From an optimization exercise on the open Yosys and OpenROAD flow, aimed at small area, a short achievable clock period and few clock cycles; shortcuts taken in it are not production practice. Only simulation tests tie the RTL to the original design; equivalence was not proved. Power and IR drop assume default switching activity.

## qgk
module qgk (
    input  wire        clk,
    input  wire        rst,
    input  wire        reg_wr,
    input  wire [6:0]  reg_addr,
    input  wire [31:0] reg_wdata,
    output reg  [31:0] reg_rdata,
    output wire        busy,
    output reg         mem_req,
    output reg         mem_we,
    output reg  [31:0] mem_addr,
    output reg  [3:0]  mem_be,
    output reg  [31:0] mem_wdata,
    input  wire        mem_ready,
    input  wire [31:0] mem_rdata
);
Size in the first run: about 8800 cells after synthesis, about 1300 flip-flops, ~0.091 mm^2 of cells after synthesis.
Settings: LEC_CHECK=0, CAP_MARGIN=20, CORE_MARGIN=2, CORE_UTILIZATION=62, CTS_CLUSTER_DIAMETER=100, CTS_CLUSTER_SIZE=20, SLEW_MARGIN=20; clock period 16.0 ns.
standard.sh (not shown) runs the stock make flow with config.mk's settings and CLKGATE_MAP_FILE= SYNTH_SCRIPT=/design/flow/synth_recipe.tcl, a recipe that flattens the netlist after the stock synthesis.
==> flow/flow/run.sh <==
#!/bin/bash
# The standard ORFS layout (standard synthesis, floorplan, placement, CTS,
# routing), with two changes: the port buffers are buf_4 cells rather than the
# default delay buffers, and ORFS's timing repair is asked to keep a setup
# margin of MARGIN ns at the design's clock period. The make output goes to
# standard_flow.log; ORFS keeps each step's log under orfs/logs/.
set -euo pipefail
MARGIN=7.6
bash standard.sh SETUP_SLACK_MARGIN=$MARGIN "BUFFER_PORTS_ARGS=-buffer_cell sky130_fd_sc_hd__buf_4" finish > standard_flow.log 2>&1
The baseline finished clean.
Testbench counts at the start, summed over its fixed seeds: cycles 62,166.
Next try:
- CORE_UTILIZATION: 62 -> 55
Result:
- maximum frequency rose by 0.88%
- register-to-register slack degrades by 0.08 ns
- synthesized area does not change
- global-route usage goes down by 4.2 points
Next try:
--- a/flow/flow/run.sh
+++ b/flow/flow/run.sh
@@ -8 +8 @@
-MARGIN=7.6
+MARGIN=8.0
Outcome:
- design area increases by about 1.4%
- wire length increases by about 1.6%
- synthesized area does not change
- power stays flat
- global-route usage increases by 0.40 points
- first-iteration DRC count increases by about 1.8%
- final cell count increases by about 0.5%
- via count increases by 1.4%
- non-clock buffer count increases by 60
- sequential cell count is unchanged

the reference run:
Another version of the RTL of qgk (not shown whole).
Size: ~8800 cells after synthesis, ~180 I/O pins, ~0.091 mm^2 of cells after synthesis.
Design qgk, start of the top module:
module qgk (
    input  wire        clk,
    input  wire        rst,
    input  wire        reg_wr,
    input  wire [6:0]  reg_addr,
    input  wire [31:0] reg_wdata,
    output reg  [31:0] reg_rdata,
    output wire        busy,
    output reg         mem_req,
    output reg         mem_we,
    output reg  [31:0] mem_addr,
    output reg  [3:0]  mem_be,
    output reg  [31:0] mem_wdata,
    input  wire        mem_ready,
    input  wire [31:0] mem_rdata
);
export LEC_CHECK = 0
export CAP_MARGIN = 30
export CORE_MARGIN = 2
export CORE_UTILIZATION = 50
export CTS_CLUSTER_DIAMETER = 100
export CTS_CLUSTER_SIZE = 20
export PLACE_DENSITY = 0.7
export SLEW_MARGIN = 30
create_clock -name core_clock -period 16.0 [get_ports {clk}]
==> flow/flow/run.sh <==
#!/bin/bash
# The standard ORFS layout (standard synthesis, floorplan, placement, CTS,
# routing), with two changes: the port buffers are buf_4 cells rather than the
# default delay buffers, and ORFS's timing repair is asked to keep a setup
# margin of MARGIN ns at the design's clock period. The make output goes to
# standard_flow.log; ORFS keeps each step's log under orfs/logs/.
set -euo pipefail
MARGIN=7.6
bash standard.sh SETUP_SLACK_MARGIN=$MARGIN "BUFFER_PORTS_ARGS=-buffer_cell sky130_fd_sc_hd__buf_4" finish > standard_flow.log 2>&1
The reference run finished all stages; the layout is clean.
Testbench counts of the reference run, summed over its fixed seeds: cycles 61,590.
Modified inputs, the trial run compared to the reference run
Settings: PLACE_DENSITY removed (was 0.7).
[summary]
The estimated power of the trial run ends up higher than the estimate for the reference run.
The trial run: cell count is 0.31% higher than what the reference run reported.
Relative to the reference run, the worst hold margin of the trial run is higher by 20 ps.
Diff the reference run -> the trial run | length of routed wiring on met1 | increase of about 15%
Re area of the die: no difference whatsoever between the reference run and the trial run.
Compared the trial run against the reference run; final standard cell utilization of the core within noise.
The combinational group share of total power in the trial run sits 0.2 points below the value recorded for the reference run.
In the trial run the maximum number of pins on one net before global-route repair turned out 40% higher than in the reference run.
The endpoint of the worst setup timing path comes out reg_rdata[4] in one run and reg_rdata[6] in the other, namely in the trial run and the reference run respectively.
Measured against each other, the reference run and the trial run differ in global-route usage, the higher figure coming from the trial run.
The trial run | stages: all done | timing, DRC, antenna: all pass
The design area of the reference run and that of the trial run are within noise of each other.

## alpha
Starting RTL as in the previous note.
Settings: LEC_CHECK=0, CAP_MARGIN=30, CORE_MARGIN=2, CORE_UTILIZATION=55, CTS_CLUSTER_DIAMETER=100, CTS_CLUSTER_SIZE=20, SLEW_MARGIN=30; clock period 16.0 ns.
Scripts as last shown in full above: flow/flow/run.sh
alpha has completed all stages; timing, DRC and antenna checks passed.
Testbench counts of alpha, summed over its fixed seeds: cycles 61,590.
Input-level comparison between beta and alpha:
# alpha
export LEC_CHECK = 0
export CAP_MARGIN = 30
export CORE_MARGIN = 2
export CORE_UTILIZATION = 55
export CTS_CLUSTER_DIAMETER = 100
export CTS_CLUSTER_SIZE = 20
export SLEW_MARGIN = 30
create_clock -name core_clock -period 16.0 [get_ports {clk}]
# beta
export LEC_CHECK = 0
export CAP_MARGIN = 30
export CORE_MARGIN = 2
export CORE_UTILIZATION = 50
export CTS_CLUSTER_DIAMETER = 100
export CTS_CLUSTER_SIZE = 20
export SLEW_MARGIN = 30
create_clock -name core_clock -period 16.0 [get_ports {clk}]
-- flow/flow/run.sh --
<<< alpha, line 7
set -euo pipefail
MARGIN=7.6
bash standard.sh SETUP_SLACK_MARGIN=$MARGIN "BUFFER_PORTS_ARGS=-buffer_cell sky130_fd_sc_hd__buf_4" finish > standard_flow.log 2>&1
>>> beta, line 7
set -euo pipefail
MARGIN=7.7
bash standard.sh SETUP_SLACK_MARGIN=$MARGIN "BUFFER_PORTS_ARGS=-buffer_cell sky130_fd_sc_hd__buf_4" finish > standard_flow.log 2>&1
Notes after the runs:
beta: no failed stages, no open violations at the end
| total power | alpha vs beta | ≈ equal |
What alpha reported for pin count of the biggest net entering global routing has to be multiplied by 1.6 to get the figure for beta.
Looking only at worst relative slew slack, and setting everything else aside, the higher value of beta and alpha goes to beta.
Register area: alpha vs beta, no meaningful difference
Cell area | beta vs alpha | beta larger
The sequential power of beta and that of alpha are within noise of each other.
beta vs alpha — fraction of area in multi-input gates dropped 0.24 points.
Input-level comparison between gamma and beta:
# beta
export LEC_CHECK = 0
export CAP_MARGIN = 30
export CORE_MARGIN = 2
export CORE_UTILIZATION = 50
export CTS_CLUSTER_DIAMETER = 100
export CTS_CLUSTER_SIZE = 20
export SLEW_MARGIN = 30
create_clock -name core_clock -period 16.0 [get_ports {clk}]
# gamma
export LEC_CHECK = 0
export CAP_MARGIN = 20
export CORE_MARGIN = 2
export CORE_UTILIZATION = 55
export CTS_CLUSTER_DIAMETER = 100
export CTS_CLUSTER_SIZE = 20
export SLEW_MARGIN = 20
create_clock -name core_clock -period 16.0 [get_ports {clk}]
-- flow/flow/run.sh --
<<< beta, line 7
set -euo pipefail
MARGIN=7.7
bash standard.sh SETUP_SLACK_MARGIN=$MARGIN "BUFFER_PORTS_ARGS=-buffer_cell sky130_fd_sc_hd__buf_4" finish > standard_flow.log 2>&1
>>> gamma, line 7
set -euo pipefail
MARGIN=7.6
bash standard.sh SETUP_SLACK_MARGIN=$MARGIN "BUFFER_PORTS_ARGS=-buffer_cell sky130_fd_sc_hd__buf_4" finish > standard_flow.log 2>&1
[summary]
Re number of flops mapped to enable cells by yosys: no difference whatsoever between beta and gamma.
The flow for gamma finished, though final verification flagged capacitance limit, slew limit.
In the metrics for gamma and beta, the one carrying the lower count of TritonRoute iterations in the first routing pass is beta.
Looking at placed cell area, gamma sits below beta.
Summary of gamma over beta: least setup slack across all paths after layout saw a decrease; layout overhead on the synthesized area saw a decrease.
Between gamma and beta, the difference in relative contribution of sequential cells to total power is negligible.
## Diff of input files: delta against gamma
# gamma
export LEC_CHECK = 0
export CAP_MARGIN = 20
export CORE_MARGIN = 2
export CORE_UTILIZATION = 55
export CTS_CLUSTER_DIAMETER = 100
export CTS_CLUSTER_SIZE = 20
export SLEW_MARGIN = 20
create_clock -name core_clock -period 16.0 [get_ports {clk}]
# delta
export LEC_CHECK = 0
export CAP_MARGIN = 30
export CORE_MARGIN = 2
export CORE_UTILIZATION = 55
export CTS_CLUSTER_DIAMETER = 100
export CTS_CLUSTER_SIZE = 20
export SLEW_MARGIN = 30
create_clock -name core_clock -period 16.0 [get_ports {clk}]
==> flow/flow/run.sh <==
#!/bin/bash
# The standard ORFS layout (standard synthesis, floorplan, placement, CTS,
# routing), with three changes: the port buffers are buf_4 cells rather than
# the default delay buffers, the pins of the register read port are placed on
# one edge (flow/io.tcl), and ORFS's timing repair is asked to keep a setup
# margin of MARGIN ns at the design's clock period. The make output goes to
# standard_flow.log; ORFS keeps each step's log under orfs/logs/.
set -euo pipefail
MARGIN=7.6
bash standard.sh SETUP_SLACK_MARGIN=$MARGIN "BUFFER_PORTS_ARGS=-buffer_cell sky130_fd_sc_hd__buf_4" \
    IO_CONSTRAINTS="$(pwd)/flow/io.tcl" finish > standard_flow.log 2>&1
==> flow/flow/io.tcl (new file) <==
# Pin placement: the register read port (reg_addr in, reg_rdata out) on one
# edge, so that its combinational path stays short.
set qgk_pins {}
for {set i 0} {$i < 7} {incr i} { lappend qgk_pins "reg_addr\[$i\]" }
for {set i 0} {$i < 32} {incr i} { lappend qgk_pins "reg_rdata\[$i\]" }
set_io_pin_constraint -pin_names $qgk_pins -region bottom:*
Findings:
- Looking at the reports, delta completed the entire flow and the layout it produced met the timing, DRC and antenna checks.
- Maximum clock frequency, delta and gamma: smaller value in gamma
- gamma -> delta: number of cells on the worst reg-to-reg path increased by more than a quarter
- Relative to gamma, the worst-case clock skew of delta is lower by 0.033 ns.
- Compared with gamma, delta is more frugal on power.
- In the tables for delta and gamma, post-layout minimum cycle time reads higher with gamma.

==> separate check: timing with driven ports <==
The results above use ideal ports. As a check the final layouts listed here were re-extracted and re-timed, cells and wires unchanged. Step 1 sets driving cells, clkbuf_16 on the clock port and buf_2 on the other inputs (assumed; they add their load-dependent delay and slew). Step 2 times the ports against the registers' clock, not the clock port: input delays grow and output delays shrink by t, the midpoint of the rising clock arrivals with the driver on. Slacks: no drivers / after step 1 / after step 2; pairs: no drivers / after step 1.
run | shift t [ns] | slack for setup (ns) | hold WS [ns] | cell pins on the clock port's net
the first run of note 1 | 0.825 | 7.303 / 7.134 / 6.941 | 0.483 / 0.483 / 0.483 | 1
the second run of note 1 | 0.819 | 7.379 / 7.254 / 6.908 | 0.486 / 0.486 / 0.486 | 1
the third run of note 1 | 0.846 | 7.293 / 7.089 / 7.089 | 0.477 / 0.477 / 0.477 | 1
the reference run | 0.838 | 7.415 / 7.350 / 7.318 | 0.459 / 0.459 / 0.459 | 1
the trial run | 0.867 | 7.525 / 7.458 / 7.245 | 0.479 / 0.479 / 0.479 | 1
alpha | 0.882 | 7.286 / 7.217 / 7.217 | 0.457 / 0.457 / 0.457 | 1
beta | 0.858 | 7.521 / 7.421 / 7.248 | 0.497 / 0.497 / 0.497 | 1
gamma | 0.869 | 7.380 / 7.329 / 7.329 | 0.456 / 0.456 / 0.456 | 1
delta | 0.861 | 7.428 / 7.271 / 7.271 | 0.478 / 0.478 / 0.478 | 1
For the second run of note 1, which loses most, drivers alone change the setup slack by -0.125 ns; drivers and shift together by -0.471 ns.
